From an optimization exercise on the open Yosys and OpenROAD flow, aimed at small area, a short achievable clock period and few clock cycles; shortcuts taken in it are not production practice.
Function was checked by simulation only, so behaviour that the tests miss may differ from the original.
Power figures rest on the tool's default switching activity, not on a simulated workload.

// bdsp_engine
module bdsp_engine (
    input             clk,
    input             rst,
    input             bus_valid,
    input             bus_write,
    input      [18:0] bus_addr,
    input      [31:0] bus_wdata,
    output reg        bus_rvalid,
    output reg [31:0] bus_rdata,
    output reg        bus_err,
    output            irq
);
  localparam W      = 16;
  localparam NMAX   = 16;
  localparam MMAX   = 8;
  localparam LMAX   = 32;
  localparam RT_CTX = 2;
  localparam YMAX   = NMAX + MMAX - 1;
  localparam [31:0] ID_VAL  = 32'h4649_5231;
  localparam [31:0] CFG_VAL = {11'd0, 5'd2, 2'd0, 6'd16, 7'd0, 1'b0};
  localparam [3:0] E_OPCODE = 4'd1, E_RSVD = 4'd2, E_CTX = 4'd3, E_ARG = 4'd4,
                   E_CAP = 4'd5, E_NOCTX = 4'd6;
  localparam [2:0] S_IDLE = 3'd0, S_CHK = 3'd1, S_BLK1 = 3'd2, S_BLK2 = 3'd3, S_RUN = 3'd4,
                   S_BLK0 = 3'd5;
  reg  [W-1:0] xmem [0:NMAX-1];
  reg  [W-1:0] hmem [0:MMAX-1];
  reg  [W-1:0] ymem [0:YMAX-1];
  reg  [W-1:0] coef [0:2*MMAX-1];      
  reg  [W-1:0] hist [0:2*MMAX-1];      
  reg  [3:0]   ctx_m [0:RT_CTX-1];
  reg  [RT_CTX-1:0] ctx_valid;
  reg  [18:0]  q_run [0:RT_CTX-1];
  reg  [19:0]  q_dmax [0:RT_CTX-1];    
  reg  [19:0]  q_dmin [0:RT_CTX-1];    
  reg          q_ovf [0:RT_CTX-1];
  reg          irq_en;
  reg          st_busy, st_done, st_err, st_ovf, st_wbusy;
  reg  [3:0]   st_errcode;
  reg  [31:0]  cmd_reg, xlen, hlen, blen, rt_in;
  reg  [4:0]   ylen;
  reg  [W-1:0] rt_out;
  reg  [2:0]   state;
  reg          pend;       
  reg          ovf_acc;
  assign irq = irq_en & (st_done | st_err);
  wire        aligned   = (bus_addr[1:0] == 2'b00);
  wire        is_reg    = aligned && (bus_addr < 19'h0003C);
  wire [15:0] slot      = bus_addr[17:2];
  wire        is_x      = aligned && (bus_addr[18:16] == 3'd1) && (bus_addr[15:2] < NMAX);
  wire        is_h      = aligned && (bus_addr[18:16] == 3'd2) && (bus_addr[15:2] < MMAX);
  wire        is_y      = aligned && (bus_addr[18:17] == 2'b10) && (bus_addr[16:2] < YMAX);
  wire        mapped    = is_reg | is_x | is_h | is_y;
  wire [3:0]  reg_idx   = bus_addr[5:2];
  wire        wr        = bus_valid & bus_write & mapped;
  wire        wr_reg    = wr & is_reg;
  wire        soft_rst  = bus_valid & bus_write & (bus_addr == 19'h00014) & bus_wdata[0];
  wire        wr_guard  = wr & (is_x | is_h | is_y |
  ...
export LEC_CHECK = 0
export CAP_MARGIN = 20
export CORE_MARGIN = 2
export CORE_UTILIZATION = 30
export CTS_CLUSTER_DIAMETER = 110
export CTS_CLUSTER_SIZE = 22
export SLEW_MARGIN = 20
create_clock -name core_clock -period 14.0 [get_ports {clk}]
standard.sh (not shown) runs the stock make flow with config.mk's settings and CLKGATE_MAP_FILE= SYNTH_SCRIPT=/design/flow/synth_recipe.tcl, a recipe that flattens the netlist after the stock synthesis.
==> flow/flow/run.sh <==
#!/bin/bash
# The standard ORFS layout (the standard.sh), with a larger setup-repair
# margin: timing repair keeps working until paths are 8.5 ns shorter than the
# clock period. The clock period, constraints and every other step are the
# standard ones. make's full output goes to flow_make.log.
set -euo pipefail
bash standard.sh SETUP_SLACK_MARGIN=8.5 finish > flow_make.log 2>&1
Testbench counts at the start, summed over its fixed seeds: cycles 22,979.
Edit:
--- a/flow/flow/run.sh
+++ b/flow/flow/run.sh
@@ -3 +3 @@
-# margin: timing repair keeps working until paths are 8.5 ns shorter than the
+# margin: timing repair keeps working until paths are 9 ns shorter than the
@@ -7 +7 @@
-bash standard.sh SETUP_SLACK_MARGIN=8.5 finish > flow_make.log 2>&1
+bash standard.sh SETUP_SLACK_MARGIN=9 finish > flow_make.log 2>&1
=> Wire length rises by a few percent; power increases by a little under a tenth; via count goes up slightly; worst setup slack improves by 0.067 ns; count of clock-buffer cells in the layout drops by 3; final area goes up by a few percent; sequential power went up slightly; die area stays the same; global-route usage rises by 0.64 points.
Edit:
--- a/flow/flow/run.sh
+++ b/flow/flow/run.sh
@@ -3 +3 @@
-# margin: timing repair keeps working until paths are 9 ns shorter than the
+# margin: timing repair keeps working until paths are 8 ns shorter than the
@@ -7 +7 @@
-bash standard.sh SETUP_SLACK_MARGIN=9 finish > flow_make.log 2>&1
+bash standard.sh SETUP_SLACK_MARGIN=8 finish > flow_make.log 2>&1
--- a/flow/config.mk
+++ b/flow/config.mk
@@ -12,0 +13 @@
+export PLACE_DENSITY = 0.75
Effect: The changed run completed without violations. Register-to-register slack got worse by 0.23 ns. Routed wire length decreases by a few percent. Clock-buffer cell count went up by 2. Sequential share of layout area goes up by 1.7 points. Worst setup slack degrades by 0.33 ns. Total power goes down by a few percent. Sequential power stays flat. Non-clock buffer count drops by 254.
Edit:
--- a/flow/config.mk
+++ b/flow/config.mk
@@ -13 +12,0 @@
-export PLACE_DENSITY = 0.75
Setup slack gets better by 0.032 ns.
Synthesized cell count is unchanged.
Cell count barely changes.
Final area is about the same.
Clock skew increases by 0.014 ns.

==> what the ideal ports hide <==
The flow's constraints put no driver on any port. The routed layouts listed below were extracted and timed again, unchanged, in two steps. Step 1 assumes that a clkbuf_16 drives the clock port and a buf_2 every other input. Step 2 moves the port delays by t, midway between the first and last clock arrival at a register: inputs arrive t later, outputs are due t later. That takes back most of the time a late clock gives input paths. Slacks: no drivers / after step 1 / after step 2; pairs: no drivers / after step 1.
run | shift t [ns] | setup slack, ns | worst hold slack (ns)
the first run | 0.905 | 8.256 / 8.256 / 7.558 | 0.332 / 0.332 / 0.332
the second run | 0.918 | 8.323 / 8.323 / 7.875 | 0.314 / 0.314 / 0.314
the third run | 0.899 | 7.990 / 7.949 / 7.049 | 0.320 / 0.320 / 0.320
the fourth run | 0.885 | 8.022 / 8.061 / 7.176 | 0.332 / 0.332 / 0.332
After both steps setup and hold are still met in every run listed. For the third run, which loses most, drivers alone change the setup slack by -0.041 ns; drivers and shift together by -0.941 ns.
